Context: an optimization exercise on an open-source flow, tuned for small area, a short achievable clock period and few clock cycles. The choices shown serve that exercise and are no tape-out recipe. No activity file was given, so power comes from the tool's default toggle rates.

==> flow/design.v <==
module sprite_render (
    input  wire        clk,
    input  wire        rst,
    input  wire        start,
    output wire        busy,
    output reg         done,
    input  wire [2:0]  cfg_grid_w_m1,    
    input  wire [2:0]  cfg_grid_h_m1,    
    input  wire [2:0]  cfg_fb_tx_m1,     
    input  wire [2:0]  cfg_fb_ty_m1,     
    input  wire        cfg_gated,        
    input  wire [10:0] cfg_spr_off,      
    input  wire [10:0] cfg_anim_off,     
    output reg         tbl_re,
    output reg         tbl_we,
    output reg  [10:0] tbl_addr,
    output reg  [7:0]  tbl_wdata,
    input  wire [7:0]  tbl_rdata,
    output reg         def_re,
    output reg  [13:0] def_addr,
    input  wire [7:0]  def_rdata,
    output reg         fb_we,
    output reg  [11:0] fb_addr,
    output reg  [7:0]  fb_wdata
);
    reg busy_r;
    assign busy = busy_r;
    wire accept = start && !busy_r;
    localparam T_IDLE  = 5'd0;
    localparam T_START = 5'd1;    
    localparam T_RA    = 5'd2;    
    localparam T_RS    = 5'd3;    
    localparam T_CD    = 5'd4;    
    localparam T_RN    = 5'd5;    
    localparam T_RK    = 5'd6;    
    localparam T_CK    = 5'd7;    
    localparam T_RSP   = 5'd8;    
    localparam T_RFC   = 5'd9;    
    localparam T_CFC   = 5'd10;   
    localparam T_ADV   = 5'd11;   
    localparam T_WFC   = 5'd12;   
    localparam T_RD    = 5'd13;   
    localparam T_RN2   = 5'd14;   
    localparam T_CN    = 5'd15;   
    localparam T_WE    = 5'd16;   
    reg [4:0]  tstate;
    reg        te_fin;       
    reg [10:0] ea;           
    reg [2:0]  tcol, trow;   
    reg [5:0]  trb;          
    reg        r_gated;      
    reg [9:0]  r_a;          
    reg [7:0]  r_spr;        
    reg [5:0]  r_k;          
    reg        r_ge;         
    reg        rec_valid;    
    wire t_wrap = (tcol == cfg_grid_w_m1);
    wire t_last = t_wrap && (trow == cfg_grid_h_m1);
    wire        two   = (tstate == T_WE);
    wire [10:0] a_inc = {tbl_addr[10:1] + {9'd0, two | tbl_addr[0]}, tbl_addr[0] ^ ~two};
    wire [10:0] a_d   = tbl_addr + {1'b0, r_a} + {10'd0, r_gated && tstate == T_CD};
    wire        fc_ge = (tbl_rdata >= tbl_wdata);
    reg        pe_fin;       
    reg        v1;           
    reg [2:0]  p_xo;         
    reg        p_clipx;
    reg [2:0]  p_rhi;        
    reg [5:0]  p_row;        
    reg        p_last;       
    reg        p_wrap;       
    reg [2:0]  p_hi;         
    reg [3:0]  p_py;         
    reg [11:0] fb_a1;        
    wire [2:0] rr = def_addr[5:3];
    wire [2:0] cc = def_addr[2:0];
    wire [2:0] chi = p_clipx ? ~p_xo : 3'd7;
    wire       row_end  = (cc == p_hi);
    wire       tile_end = row_end && (rr == p_rhi);
    wire       take = rec_valid && (!def_re || tile_end);
    wire [3:0] px = {1'b0, p_xo} + {1'b0, cc};
    wire [3:0] py = p_py;
    wire [2:0] n_xo  = r_k[2:0];
    wire [2:0] n_yo  = r_k[5:3];
    wire [2:0] pl    = p_py[2:0];
    wire       r_in  = p_py[3] ? ({1'b0, pl} + 4'd2 <= {1'b0, n_yo})
                               : (({1'b0, pl} + 4'd1 >= {1'b0, n_yo}) && !(pl == 3'd7 && n_yo == 3'd0));
    wire       r_cov = rec_valid && r_in && (n_xo < p_xo);
    wire [2:0] r_cut = n_xo + ~p_xo;                        
    wire [2:0] hi1   = p_wrap ? chi : (r_cov ? r_cut : 3'd7);
    always @(posedge clk) begin
        if (rst) begin
            busy_r    <= 1'b0;
            done      <= 1'b0;
            tstate    <= T_IDLE;
            tbl_re    <= 1'b0;
            tbl_we    <= 1'b0;
            rec_valid <= 1'b0;
            te_fin    <= 1'b0;
            pe_fin    <= 1'b0;
            def_re    <= 1'b0;
            v1        <= 1'b0;
            fb_we     <= 1'b0;
        end else begin
            done <= 1'b0;
            if (accept) begin
                busy_r <= 1'b1;
                te_fin <= 1'b0;
                pe_fin <= 1'b0;
            end else if (busy_r && te_fin && pe_fin && !def_re && !v1) begin
                busy_r <= 1'b0;
                done   <= 1'b1;
            end
            tbl_re <= 1'b0;
            tbl_we <= 1'b0;
            case (tstate)
                T_IDLE:  if (accept) tstate <= T_START;
                T_START: begin tbl_re <= 1'b1; tstate <= T_RA; end
                T_RA:    begin tbl_re <= 1'b1; tstate <= T_RS; end
                T_RS:    tstate <= T_CD;
                T_CD:    begin tbl_re <= 1'b1; tstate <= r_gated ? T_RK : T_RN; end
                T_RN:    begin tbl_re <= 1'b1; tstate <= T_RK; end
                T_RK: begin
                    if (r_gated) begin
                        tbl_re <= 1'b1;
                        tstate <= T_RSP;
                    end else begin
                        tstate <= T_CK;
                    end
                end
                T_CK:    begin rec_valid <= 1'b1; tbl_we <= 1'b1; tstate <= T_WE; end
                T_RSP:   begin rec_valid <= 1'b1; tbl_re <= 1'b1; tstate <= T_RFC; end
                T_RFC:   tstate <= T_CFC;
                T_CFC:   tstate <= T_ADV;
                T_ADV:   begin tbl_we <= 1'b1; tstate <= T_WFC; end
                T_WFC:   tstate <= r_ge ? T_RD : T_WE;
                T_RD:    begin tbl_re <= 1'b1; tstate <= T_RN2; end
                T_RN2:   tstate <= T_CN;
                T_CN:    begin tbl_we <= 1'b1; tstate <= T_WE; end
                T_WE: begin
                    if (t_last) begin
                        te_fin <= 1'b1;
                        tstate <= T_IDLE;
                    end else if (!rec_valid) begin
                        tbl_re <= 1'b1;
                        tstate <= T_RA;
                    end
                end
                default: tstate <= T_IDLE;
            endcase
            if (take)
                rec_valid <= 1'b0;
            if (take)
                def_re <= 1'b1;
            else if (def_re && tile_end)
                def_re <= 1'b0;
            if (def_re && tile_end && !take && p_last)
                pe_fin <= 1'b1;
            v1    <= def_re;
            fb_we <= v1;
        end
    end
    always @(posedge clk) begin
        case (tstate)
            T_START: begin
                ea       <= cfg_spr_off;
                tbl_addr <= cfg_spr_off;
                tcol     <= 3'd0;
                trow     <= 3'd0;
                trb      <= 6'd0;
                r_gated  <= cfg_gated;
            end
            T_RA:  tbl_addr <= a_inc;
            T_RS: begin
                r_a      <= r_gated ? {tbl_rdata, 2'b00} : {1'b0, tbl_rdata, 1'b0};
                tbl_addr <= cfg_anim_off;
            end
            T_CD: begin
                r_spr    <= tbl_rdata;
                tbl_addr <= a_d;
            end
            T_RN:  tbl_addr <= a_inc;
            T_RK: begin
                tbl_wdata <= tbl_rdata;            
                tbl_addr  <= a_inc;
            end
            T_CK: begin
                r_k      <= tbl_rdata[5:0];
                r_spr    <= r_spr + {6'd0, tbl_rdata[7:6]};
                tbl_addr <= ea;
            end
            T_RSP: begin
                r_k      <= tbl_rdata[5:0];
                r_spr    <= r_spr + {6'd0, tbl_rdata[7:6]};
                tbl_addr <= a_inc;
            end
            T_RFC: tbl_wdata <= tbl_rdata;         
            T_CFC: begin
                r_ge      <= fc_ge;
                tbl_wdata <= tbl_rdata;
            end
            T_ADV: begin
                tbl_wdata <= r_ge ? 8'd0 : tbl_wdata + 8'd1;
            end
            T_WFC: tbl_addr <= r_ge ? cfg_anim_off : ea;
            T_RD:  tbl_addr <= a_d;
            T_CN: begin
                tbl_wdata <= tbl_rdata;
                tbl_addr  <= ea;
            end
            T_WE: begin
                if (!t_last && !rec_valid) begin
                    ea       <= a_inc;
                    tbl_addr <= a_inc;
                    if (t_wrap) begin
                        tcol <= 3'd0;
                        trow <= trow + 3'd1;
                        trb  <= trb + {3'd0, cfg_fb_tx_m1} + 6'd1;
                    end else begin
                        tcol <= tcol + 3'd1;
                    end
                end
            end
            default: ;
        endcase
        if (take) begin
            def_addr <= {r_spr, 6'd0};
            p_xo     <= r_k[2:0];
            p_py     <= {1'b0, r_k[5:3]};
            p_clipx  <= (tcol == cfg_fb_tx_m1);
            p_rhi    <= (trow == cfg_fb_ty_m1) ? ~r_k[5:3] : 3'd7;
            p_last   <= t_last;
            p_wrap   <= t_wrap;
            p_hi     <= (tcol == cfg_fb_tx_m1) ? ~r_k[2:0] : 3'd7;
            p_row    <= trb + {3'd0, tcol};
        end else if (row_end) begin
            def_addr[5:0] <= {rr + 3'd1, 3'd0};
            p_hi          <= hi1;
            p_py          <= p_py + 4'd1;
            if (py[2:0] == 3'd7)
                p_row <= p_row + {3'd0, cfg_fb_tx_m1} + 6'd1;
        end else begin
            def_addr[2:0] <= cc + 3'd1;
        end
        fb_a1    <= {p_row + {5'd0, px[3]}, py[2:0], px[2:0]};
        fb_addr  <= fb_a1;
        fb_wdata <= def_rdata;
    end
endmodule
==> flow/config.mk <==
export PLATFORM = sky130hd
export DESIGN_NAME = sprite_render
export DESIGN_NICKNAME = sprite_render
export VERILOG_FILES = /design/flow/design.v
export SDC_FILE = /design/flow/constraint.sdc
export NUM_CORES = 4
export LEC_CHECK = 0
export CAP_MARGIN = 20
export CORE_MARGIN = 2
export CORE_UTILIZATION = 60
export CTS_BUF_LIST = sky130_fd_sc_hd__clkbuf_4 sky130_fd_sc_hd__clkbuf_8
export SETUP_SLACK_MARGIN = 4
export SLEW_MARGIN = 20
==> flow/constraint.sdc <==
create_clock -name core_clock -period 6.5 [get_ports {clk}]
set_input_delay 1.3000 -clock core_clock [delete_from_list [all_inputs] [get_ports {clk}]]
set_output_delay 1.3000 -clock core_clock [all_outputs]
set_load 0.01 [all_outputs]
standard.sh (not shown) runs the stock make flow with config.mk's settings and CLKGATE_MAP_FILE= SYNTH_SCRIPT=/design/flow/synth_recipe.tcl, a recipe that flattens the netlist after the stock synthesis.
==> flow/flow/run.sh <==
#!/bin/bash
# Standard layout, with plain buffers (buf_2) on the ports instead of the
# resizer's default choice. Every tool's output goes to flow.log here, and
# ORFS keeps each step's log under orfs/logs/.
set -euo pipefail
export BUFFER_PORTS_ARGS="-buffer_cell sky130_fd_sc_hd__buf_2"
bash standard.sh > flow.log 2>&1
The baseline produced a clean layout.
Change:
--- a/flow/design.v
+++ b/flow/design.v
@@ -24,28 +24,27 @@
     output reg  [7:0]  fb_wdata
 );
     reg busy_r;
     assign busy = busy_r;
     wire accept = start && !busy_r;
-    localparam T_IDLE  = 5'd0;
-    localparam T_START = 5'd1;    
-    localparam T_RA    = 5'd2;    
-    localparam T_RS    = 5'd3;    
-    localparam T_CD    = 5'd4;    
-    localparam T_RN    = 5'd5;    
-    localparam T_RK    = 5'd6;    
-    localparam T_CK    = 5'd7;    
-    localparam T_RSP   = 5'd8;    
-    localparam T_RFC   = 5'd9;    
-    localparam T_CFC   = 5'd10;   
-    localparam T_ADV   = 5'd11;   
-    localparam T_WFC   = 5'd12;   
-    localparam T_RD    = 5'd13;   
-    localparam T_RN2   = 5'd14;   
-    localparam T_CN    = 5'd15;   
-    localparam T_WE    = 5'd16;   
-    reg [4:0]  tstate;
+    localparam T_IDLE  = 4'd0;
+    localparam T_START = 4'd1;    
+    localparam T_RA    = 4'd2;    
+    localparam T_RS    = 4'd3;    
+    localparam T_CD    = 4'd4;    
+    localparam T_RN    = 4'd5;    
+    localparam T_RK    = 4'd6;    
+    localparam T_CK    = 4'd7;    
+    localparam T_RSP   = 4'd8;    
+    localparam T_RFC   = 4'd9;    
+    localparam T_CFC   = 4'd10;   
+    localparam T_WFC   = 4'd11;   
+    localparam T_RD    = 4'd12;   
+    localparam T_RN2   = 4'd13;   
+    localparam T_CN    = 4'd14;   
+    localparam T_WE    = 4'd15;   
+    reg [3:0]  tstate;
     reg        te_fin;       
     reg [10:0] ea;           
     reg [2:0]  tcol, trow;   
     reg [5:0]  trb;          
     reg        r_gated;      
@@ -79,13 +78,12 @@
     wire       take = rec_valid && (!def_re || tile_end);
     wire [3:0] px = {1'b0, p_xo} + {1'b0, cc};
     wire [3:0] py = p_py;
     wire [2:0] n_xo  = r_k[2:0];
     wire [2:0] n_yo  = r_k[5:3];
-    wire [2:0] pl    = p_py[2:0];
-    wire       r_in  = p_py[3] ? ({1'b0, pl} + 4'd2 <= {1'b0, n_yo})
-                               : (({1'b0, pl} + 4'd1 >= {1'b0, n_yo}) && !(pl == 3'd7 && n_yo == 3'd0));
+    wire [4:0] r_dy  = {1'b0, p_py} - {2'b00, n_yo};
+    wire       r_in  = r_dy[4] ? (r_dy == 5'b11111) : !(r_dy[3] || (r_dy[2] && r_dy[1] && r_dy[0]));
     wire       r_cov = rec_valid && r_in && (n_xo < p_xo);
     wire [2:0] r_cut = n_xo + ~p_xo;                        
     wire [2:0] hi1   = p_wrap ? chi : (r_cov ? r_cut : 3'd7);
     always @(posedge clk) begin
         if (rst) begin
@@ -128,12 +126,11 @@
                     end
                 end
                 T_CK:    begin rec_valid <= 1'b1; tbl_we <= 1'b1; tstate <= T_WE; end
                 T_RSP:   begin rec_valid <= 1'b1; tbl_re <= 1'b1; tstate <= T_RFC; end
                 T_RFC:   tstate <= T_CFC;
-                T_CFC:   tstate <= T_ADV;
-                T_ADV:   begin tbl_we <= 1'b1; tstate <= T_WFC; end
+                T_CFC:   begin tbl_we <= 1'b1; tstate <= T_WFC; end
                 T_WFC:   tstate <= r_ge ? T_RD : T_WE;
                 T_RD:    begin tbl_re <= 1'b1; tstate <= T_RN2; end
                 T_RN2:   tstate <= T_CN;
                 T_CN:    begin tbl_we <= 1'b1; tstate <= T_WE; end
                 T_WE: begin
@@ -194,14 +191,11 @@
                 tbl_addr <= a_inc;
             end
             T_RFC: tbl_wdata <= tbl_rdata;         
             T_CFC: begin
                 r_ge      <= fc_ge;
-                tbl_wdata <= tbl_rdata;
-            end
-            T_ADV: begin
-                tbl_wdata <= r_ge ? 8'd0 : tbl_wdata + 8'd1;
+                tbl_wdata <= fc_ge ? 8'd0 : tbl_rdata + 8'd1;
             end
             T_WFC: tbl_addr <= r_ge ? cfg_anim_off : ea;
             T_RD:  tbl_addr <= a_d;
             T_CN: begin
                 tbl_wdata <= tbl_rdata;
What happened: Area after synthesis goes down by 2.1%; power is higher by about 20%; worst setup slack gets worse by 120 ps; sequential power rises by about 10%; sequential share of layout area went down by 1.3 points; non-clock buffer count goes up by 29; final area rises by about 2.6%; maximum frequency goes down by 4.5%; core utilization rises by 4.6 points; sequential cell count went down by 1; first-iteration DRC count fell by about 13%; die area goes down by about 2%; via count grows by about 4%; routed wire length rose by 2.4%.
Function was not checked in any run of this note: the RTL went through the layout flow alone.

re-timing with driven ports:
In the flow no input, the clock included, has a driving cell. The finished layouts below were timed again as built, in two steps.
Step 1: set_driving_cell puts a clkbuf_16 on clk and a buf_2 on each other input, an assumption about the parent block.
Step 2, shift: input delay + t, output delay - t, t = (earliest + latest rising clock arrival at the registers) / 2. This alone moves slack from input paths to output paths.
Three values: ideal ports, drivers, drivers and shift; two values: the first two.
run	shift t [ns]	setup WS [ns]	slew at the worst register clock pin (ns)
the first run	0.503	3.955 / 3.972 / 3.469	0.10 / 0.10
the second run	0.488	3.834 / 3.834 / 3.408	0.09 / 0.09
After both steps every run listed still meets setup and hold. The setup slack of the first run, which loses most, moves by +0.017 ns with the drivers and by -0.486 ns with both steps.
